Source: an optimization exercise on an open RTL-to-GDS flow (aim: small area, a short achievable clock period and few clock cycles). Production flows keep margins and buffers that such runs may drop.
In this exercise RTL edits were held to simulation tests only and were not proved equivalent to the original.

[design.v]
module mte_top (
    input  wire        clk,
    input  wire        rst,         
    input  wire        tick_en,     
    input  wire        clk_rdy,     
    input  wire        req_valid,
    output wire        req_ready,
    input  wire [47:0] req_word,
    output reg         rsp_valid,
    output reg  [2:0]  rsp_code,
    output reg  [31:0] rsp_data
);
    localparam [2:0] R_OK    = 3'd0, R_CFG  = 3'd1, R_HWI   = 3'd2, R_NOTI = 3'd3,
                     R_INTEG = 3'd4, R_BUS  = 3'd5, R_PROTO = 3'd6;
    reg        run;
    reg [31:0] fin;
    reg [15:0] tsf;
    reg        inexact;
    reg [15:0] psc_cnt;
    reg [31:0] cnt;
    reg        ovfp;
    reg [31:0] wrap;
    reg        wsat;
    reg        ovr;
    reg        p_valid [0:1];
    reg        p_fault [0:1];
    reg [31:0] p_snap_w [0:1];
    reg [31:0] p_snap_c [0:1];
    assign req_ready = 1'b1;
    wire        acc   = req_valid & req_ready;
    wire        t_wr  = req_word[47];
    wire [1:0]  t_sz  = req_word[46:45];
    wire        t_rsv = req_word[44];
    wire [11:0] t_off = req_word[43:32];
    wire [31:0] t_dat = req_word[31:0];
    wire [3:0]  t_pg  = t_off[11:8];
    wire [2:0]  t_port = t_off[7:5];
    wire [4:0]  t_preg = t_off[4:0];
    wire [7:0]  t_greg = t_off[7:0];
    wire fmt_ok   = !t_rsv && t_sz == 2'd2 && t_off[1:0] == 2'd0;
    wire g_map    = t_pg == 4'd0 && t_greg <= 8'h1C;
    wire p_map    = t_pg == 4'd1 && t_port < 3'd2 && t_preg <= 5'h14;
    wire p        = t_port[0];
    wire g_cmd  = g_map && t_greg[4:2] == 3'd0;
    wire g_stat = g_map && t_greg[4:2] == 3'd1;
    wire g_fin  = g_map && t_greg[4:2] == 3'd2;
    wire g_tsf  = g_map && t_greg[4:2] == 3'd3;
    wire g_wdlo = g_map && t_greg[4:2] == 3'd4;
    wire g_wdhi = g_map && t_greg[4:2] == 3'd5;
    wire g_cnt  = g_map && t_greg[4:2] == 3'd6;
    wire g_wrap = g_map && t_greg[4:2] == 3'd7;
    wire q_req  = p_map && t_preg[4:2] == 3'd0;
    wire q_stat = p_map && t_preg[4:2] == 3'd1;
    wire q_res  = p_map && t_preg[4:2] >= 3'd2;    
    wire wr_ok  = g_cmd | g_fin | q_req | g_cnt | g_wrap;
    wire rd_ok  = (g_map & !g_cmd) | (p_map & !q_req);
    wire legal  = fmt_ok && (g_map || p_map) && (t_wr ? wr_ok : rd_ok);
    wire [31:0] d_full   = fin / 32'd1000000;
    wire        cfg_bad  = d_full == 32'd0 || d_full > 32'd65535;
    wire        d_inex   = fin != d_full * 32'd1000000;
    wire [63:0] ts = {p_snap_w[p], p_snap_c[p]};
    wire [63:0] ms = ts / 64'd1000;
    wire op_init  = acc && legal && t_wr && g_cmd && t_dat == 32'd1;
    wire op_shut  = acc && legal && t_wr && g_cmd && t_dat == 32'd2;
    wire init_ok  = op_init && !run && !cfg_bad && clk_rdy;
    wire op_fin   = acc && legal && t_wr && g_fin;
    wire op_snap  = acc && legal && t_wr && q_req && run;
    wire op_wcnt  = acc && legal && t_wr && g_cnt && run;
    wire op_wwrap = acc && legal && t_wr && g_wrap && run;
    reg [2:0]  nx_code;
    reg [31:0] nx_data;
    always @(*) begin
        nx_code = R_OK;
        nx_data = 32'd0;
        if (!legal) begin
            nx_code = R_BUS;
        end else if (t_wr) begin
            if (g_cmd) begin
                if (t_dat == 32'd1) begin
                    if (run)          nx_code = R_PROTO;
                    else if (cfg_bad) nx_code = R_CFG;
                    else if (!clk_rdy) nx_code = R_HWI;
                end else if (t_dat != 32'd2) begin
                    nx_code = R_PROTO;
                end
            end else if (q_req | g_cnt | g_wrap) begin
                if (!run) nx_code = R_NOTI;
            end
        end else if (g_map) begin
            case (t_greg[4:2])
                3'd1: nx_data = {26'd0, inexact, ovr, wsat, ovfp, clk_rdy, run};
                3'd2: nx_data = fin;
                3'd3: nx_data = {16'd0, tsf};
                3'd4: nx_data = 32'd0;
                3'd5: nx_data = {31'd0, run};
                3'd6: nx_data = cnt;
                3'd7: nx_data = wrap;
                default: nx_data = 32'd0;
            endcase
        end else if (q_stat) begin
            nx_data = {29'd0, p_fault[p], p_valid[p], 1'b0};
        end else begin
            if (!run)            nx_code = R_NOTI;
            else if (p_fault[p]) nx_code = R_INTEG;
            else if (!p_valid[p]) nx_code = R_PROTO;
            else begin
                case (t_preg[4:2])
                    3'd2: nx_data = ts[31:0];
                    3'd3: nx_data = ts[63:32];
                    3'd4: nx_data = ms[31:0];
                    default: nx_data = ms[63:32];
                endcase
            end
        end
    end
    always @(posedge clk) begin
        if (rst) begin
            rsp_valid <= 1'b0;
            rsp_code  <= 3'd0;
            rsp_data  <= 32'd0;
        end else begin
            rsp_valid <= acc;
            rsp_code  <= acc ? nx_code : 3'd0;
            rsp_data  <= (acc && nx_code == R_OK) ? nx_data : 32'd0;
        end
    end
    wire clk_step = run && clk_rdy && tick_en;
    wire tick     = clk_step && (psc_cnt + 16'd1 == tsf);
    wire wrap_ev  = tick && cnt == 32'hFFFFFFFF;
    wire acc_step = run && ovfp;
    integer i;
    always @(posedge clk) begin
        if (rst) begin
            run <= 1'b0; fin <= 32'd0; tsf <= 16'd0; inexact <= 1'b0;
            psc_cnt <= 16'd0; cnt <= 32'd0; ovfp <= 1'b0; wrap <= 32'd0;
            wsat <= 1'b0; ovr <= 1'b0;
            for (i = 0; i < 2; i = i + 1) begin
                p_valid[i] <= 1'b0; p_fault[i] <= 1'b0;
                p_snap_w[i] <= 32'd0; p_snap_c[i] <= 32'd0;
            end
        end else begin
            if (clk_step)
                psc_cnt <= tick ? 16'd0 : psc_cnt + 16'd1;
            if (tick)
                cnt <= cnt + 32'd1;
            if (wrap_ev) begin
                if (ovfp) ovr <= 1'b1;
                ovfp <= 1'b1;
            end
            if (acc_step) begin
                if (wrap == 32'hFFFFFFFF) wsat <= 1'b1;
                else                      wrap <= wrap + 32'd1;
                if (!wrap_ev) ovfp <= 1'b0;
            end
            if (op_fin)   fin  <= t_dat;
            if (op_wcnt)  cnt  <= t_dat;
            if (op_wwrap) wrap <= t_dat;
            if (op_snap) begin
                p_snap_w[p] <= wrap;
                p_snap_c[p] <= cnt;
                p_fault[p]  <= wsat | ovr;
                p_valid[p]  <= !(wsat | ovr);
            end
            if (init_ok) begin
                run <= 1'b1; tsf <= d_full[15:0]; inexact <= d_inex;
                psc_cnt <= 16'd0; cnt <= 32'd0;
            end
            if (init_ok || op_shut) begin
                if (op_shut) begin
                    run <= 1'b0; tsf <= 16'd0; inexact <= 1'b0;
                end
                ovfp <= 1'b0; wrap <= 32'd0; wsat <= 1'b0; ovr <= 1'b0;
                for (i = 0; i < 2; i = i + 1) begin
                    p_valid[i] <= 1'b0; p_fault[i] <= 1'b0;
                    p_snap_w[i] <= 32'd0; p_snap_c[i] <= 32'd0;
                end
            end
        end
    end
endmodule
[config.mk]
export PLATFORM = sky130hd
export DESIGN_NAME = mte_top
export DESIGN_NICKNAME = mte_top
export VERILOG_FILES = /design/flow/design.v
export SDC_FILE = /design/flow/constraint.sdc
export NUM_CORES = 4
export LEC_CHECK = 0
export CAP_MARGIN = 20
export CORE_MARGIN = 2
export CORE_UTILIZATION = 40
export SLEW_MARGIN = 20
[run.sh]
#!/bin/bash
# synth_recipe.tcl (not shown) runs the flow's synth.tcl, then flattens the netlist and writes it again
# the make line also repeats each setting of config.mk as NAME=value (left out here)
make -C /OpenROAD-flow-scripts/flow DESIGN_CONFIG=/design/flow/config.mk WORK_HOME=/design/flow/orfs CLKGATE_MAP_FILE= SYNTH_SCRIPT=/design/flow/synth_recipe.tcl finish
[constraint.sdc]
create_clock -name core_clock -period 55.0 [get_ports {clk}]
set_input_delay 11.0000 -clock core_clock [delete_from_list [all_inputs] [get_ports {clk}]]
set_output_delay 11.0000 -clock core_clock [all_outputs]
set_load 0.01 [all_outputs]
==> metrics.md <==
| Metric | Value |
|---|---|
| Unique masters post-synth | `165` |
| Clock skew | `0.0365 ns` |
| Initial antenna violation count | `10` |
| Placed Area | `42200 sq um` |
| First-pass GRT wire length | `223000 um` |
| Register area share after synthesis | `0.186` |
| Mapped Cells | `5096` |
| Pin count of the biggest net entering global routing | `103` |
| DR iter-0 viols | `4185` |
| # clock sinks | `301` |
| Core Area | `98300 sq um` |
| Worst path max stage delay | `0.65 ns` |
| RePlAce Congestion | `1.00` |
| Fin nets | `5345` |
| DR WL/cell | `22.6 um` |
| Die width | `319 um` |
| Worst slack, placed | `0.133 ns` |
| P&R area growth vs syn | `11.4%` |
| Routed WL | `146000 um` |
| DRC errors left | `0` |
| Syn Std Cell Area | `39600 sq um` |
| Clock-pin slew on the worst setup and hold paths | `0.06 ns` |
| Vias per cell | `6.32` |
| Top area cells in the synthesized netlist | `edfxtp_1 (10%), dfxtp_1 (8.5%), xnor2_1 (6.0%)` |
| Rows | `115` |
| DP Cell Count | `6388` |
| Via count | `40900` |
| Slew HR | `0.261` |
| Starting Density | `0.403` |
| HPWL Detailed | `114000 um` |
| H-tree depth | `2` |
| IO buf count | `88` |
| Detailed Routing Iterations Pass 1 | `6` |
| Setup crit end kind | `flip-flop` |
| Total track usage | `0.275` |
| Final hold viol count | `0` |
| Worst-Margin Slew | `1.08 ns` |
| Die area | `101000 sq um` |
| Final non-filler cell total | `6470` |
| Hold WC Path Type | `flip-flop to flip-flop` |
| Delay-heaviest family, CP | `compound AO/OA/AOI/OAI gates` |
| Max-slew violation total from the final report | `0` |
| Share of layout cells above drive strength 1 | `0.125` |
| WP buf/inv | `11` |
| Max Cap Violations | `0` |
| Final setup fails | `0` |
| Required @ worst endpoint | `55.42 ns` |
| Warnings, synthesis | `1` |
| Total gr overflow | `0` |
| Post-synth top flop | `dfxtp_1` |
| Hold_buf cts | `0` |
| Die Ht | `319 um` |
| CP arrival | `52.85 ns` |
| Commonest non-fill, non-tap cell in the layout | `nor2_1` |
| CTS Buffer Depth | `3` |
| Crit Path Class | `primary input to flip-flop` |
| Async set or reset register ratio after synthesis | `0` |
| Clock latency at the later pin of the worst-skew pair | `0.59 ns` |
| Synth top area share | `0.100` |
| Post-Syn Area per Cell | `7.77 sq um` |
| Detail Route Antenna Nets | `0` |
| Root Driver | `clkbuf_16` |
| Most frequent cells in the layout | `nor2_1 (510), nand2_1 (480), a21oi_1 (307)` |
| CP max stage cell | `or4_1` |
| Status | `no timing/DRC/antenna violations` |
| Critical path peak fanout | `102` |
| Vias in the first global route | `36900` |
| CTS tree | `yes` |
| Synthesized flop and latch total | `301` |
| Tmin final | `52.44 ns` |
| Startpoint types | `primary input` |
| Max Freq | `19.1 MHz` |
| I/O pin count | `90` |
| Syn Nets | `5288` |
| Tcrit/Tclk final | `0.953` |
| Synth area leader | `edfxtp_1` |
| Post-synth EDFFs | `132` |
| Setup WS post-layout | `2.56 ns` |
| Final instance area | `44100 sq um` |
| Worst path most repeated cell | `buf_4` |
| Num CTS Buffers | `38` |
[worst register-to-register path, delay by kind of cell (launching register included)]
kind | cells | cell delay [ns]
adder cells (fa/ha/maj) | 1 | 0.33
multiplexers | 12 | 3.87
XOR/XNOR | 8 | 1.58
flip-flops | 1 | 0.45
buffers and inverters | 11 | 2.22
AO/OA/AOI/OAI | 79 | 22.73
AND/OR/NAND/NOR | 36 | 10.64
[logic make-up (layout without fill, tap and decap cells)]
logic type                 count (synthesis)  in the layout  synth area share
xor gates and xnor gates                 405            405            0.0919
adders and majority gates                160            160            0.0569
DFF                                      301            301             0.186
and+or+nand+nor                         2013           2013             0.256
other                                      1              2         0.0000947
muxes                                    267            267            0.0737
buffers and inverters                    376            462            0.0414
AOI/OAI and AO/OA                       1573           1573             0.295
[synth_stat cells (50+ instances only)]
cell,instances
a21o_1,77
nand2_1,480
o21ai_1,51
o211ai_1,58
a21oi_1,311
nand3_1,169
nand4_1,50
nor2_1,514
nand2b_1,54
xor2_1,125
a22oi_1,57
edfxtp_1,132
nor3_1,143
dfxtp_1,169
ha_1,99
and2_1,130
mux2_2,81
and3_1,144
a211oi_1,114
inv_1,118
xnor2_1,269
o21ai_0,210
clkbuf_1,167
mux2i_1,152
nor4_1,56
a31oi_1,65
o22ai_1,54
[sequential cells by signal, indices dropped and copies added, names as in the netlist, 2 cells and up]
| name | cells |
|---|---|
| fin | 32 |
| p_snap_c | 64 |
| tsf | 16 |
| cnt | 32 |
| p_valid | 2 |
| p_fault | 2 |
| rsp_data | 32 |
| wrap | 32 |
| p_snap_w | 64 |
| rsp_code | 3 |
| psc_cnt | 16 |
[per-layer routing]
| metal | GRT usage | share of wire | routed length, um |
|---|---|---|---|
| met1 | 0.395 | 0.46 | 66800 |
| met5 | 0 | 0.00055 | 81 |
| met4 | 0.0725 | 0.027 | 4010 |
| met2 | 0.431 | 0.44 | 64900 |
| met3 | 0.0354 | 0.073 | 10700 |
[area by class of cell]
type	count	area, sq um
sequential	301	7350
inverter	121	454
clock inverter	20	160
multi-input combinational	4419	31200
clock buffer	49	1070
antenna	1	2.50
timing repair buffer	272	2280
tap	1287	1610
fill	9950	54200
[stage by stage]
step                      hold slack [ns]   util  setup TNS, ns
final                               0.506  0.449              0
after global routing                0.529  0.449        -0.0858
after CTS                           0.508  0.442              0
after detailed placement            0.498  0.430              0
after global placement              0.482  0.430              0
after floorplan                     0.449      -              0
[final timing paths]
| path | from | to | slack [ns] | depth (start not counted) |
|---|---|---|---|---|
| max reg2reg | p_snap_w[1][25] | rsp_data[0] | 13.02 | 147 |
| min | tsf[1] | tsf[1] | 0.51 | 2 |
| min reg2reg | tsf[1] | tsf[1] | 0.51 | 2 |
| max | req_word[37] | rsp_data[0] | 2.56 | 145 |
[what timing repair did]
| action | 4_1_cts | 5_1_grt |
|---|---|---|
| gates resized for setup | 0 | 90 |
| endpoints found under the hold margin | 0 | 0 |
| setup endpoints to repair | 0 | 6 |
| setup buffers | 0 | 12 |
Testbench counts, summed over its fixed seeds: cycles 12,005.

-- re-timing with driven ports --
In the flow no input, the clock included, has a driving cell. The finished layout below was timed again as built, in two steps. Step 1, drivers: a clkbuf_16 drives clk and a buf_2 each remaining input, both assumed. Step 2 times the ports against the registers' clock, not the clock port: input delays grow and output delays shrink by t, the midpoint of the rising clock arrivals with the driver on. Slacks: ideal ports / drivers / drivers and shift; pairs: ideal ports / drivers.
t, ns: 0.633
slack for setup (ns): 2.563 / 2.503 / 1.869
worst setup path at the end: input to register
worst data-port slew with drivers (ns): 0.25
After both steps this run still meets setup and hold. The setup slack of this run moves by -0.060 ns with the drivers and by -0.694 ns with both steps.
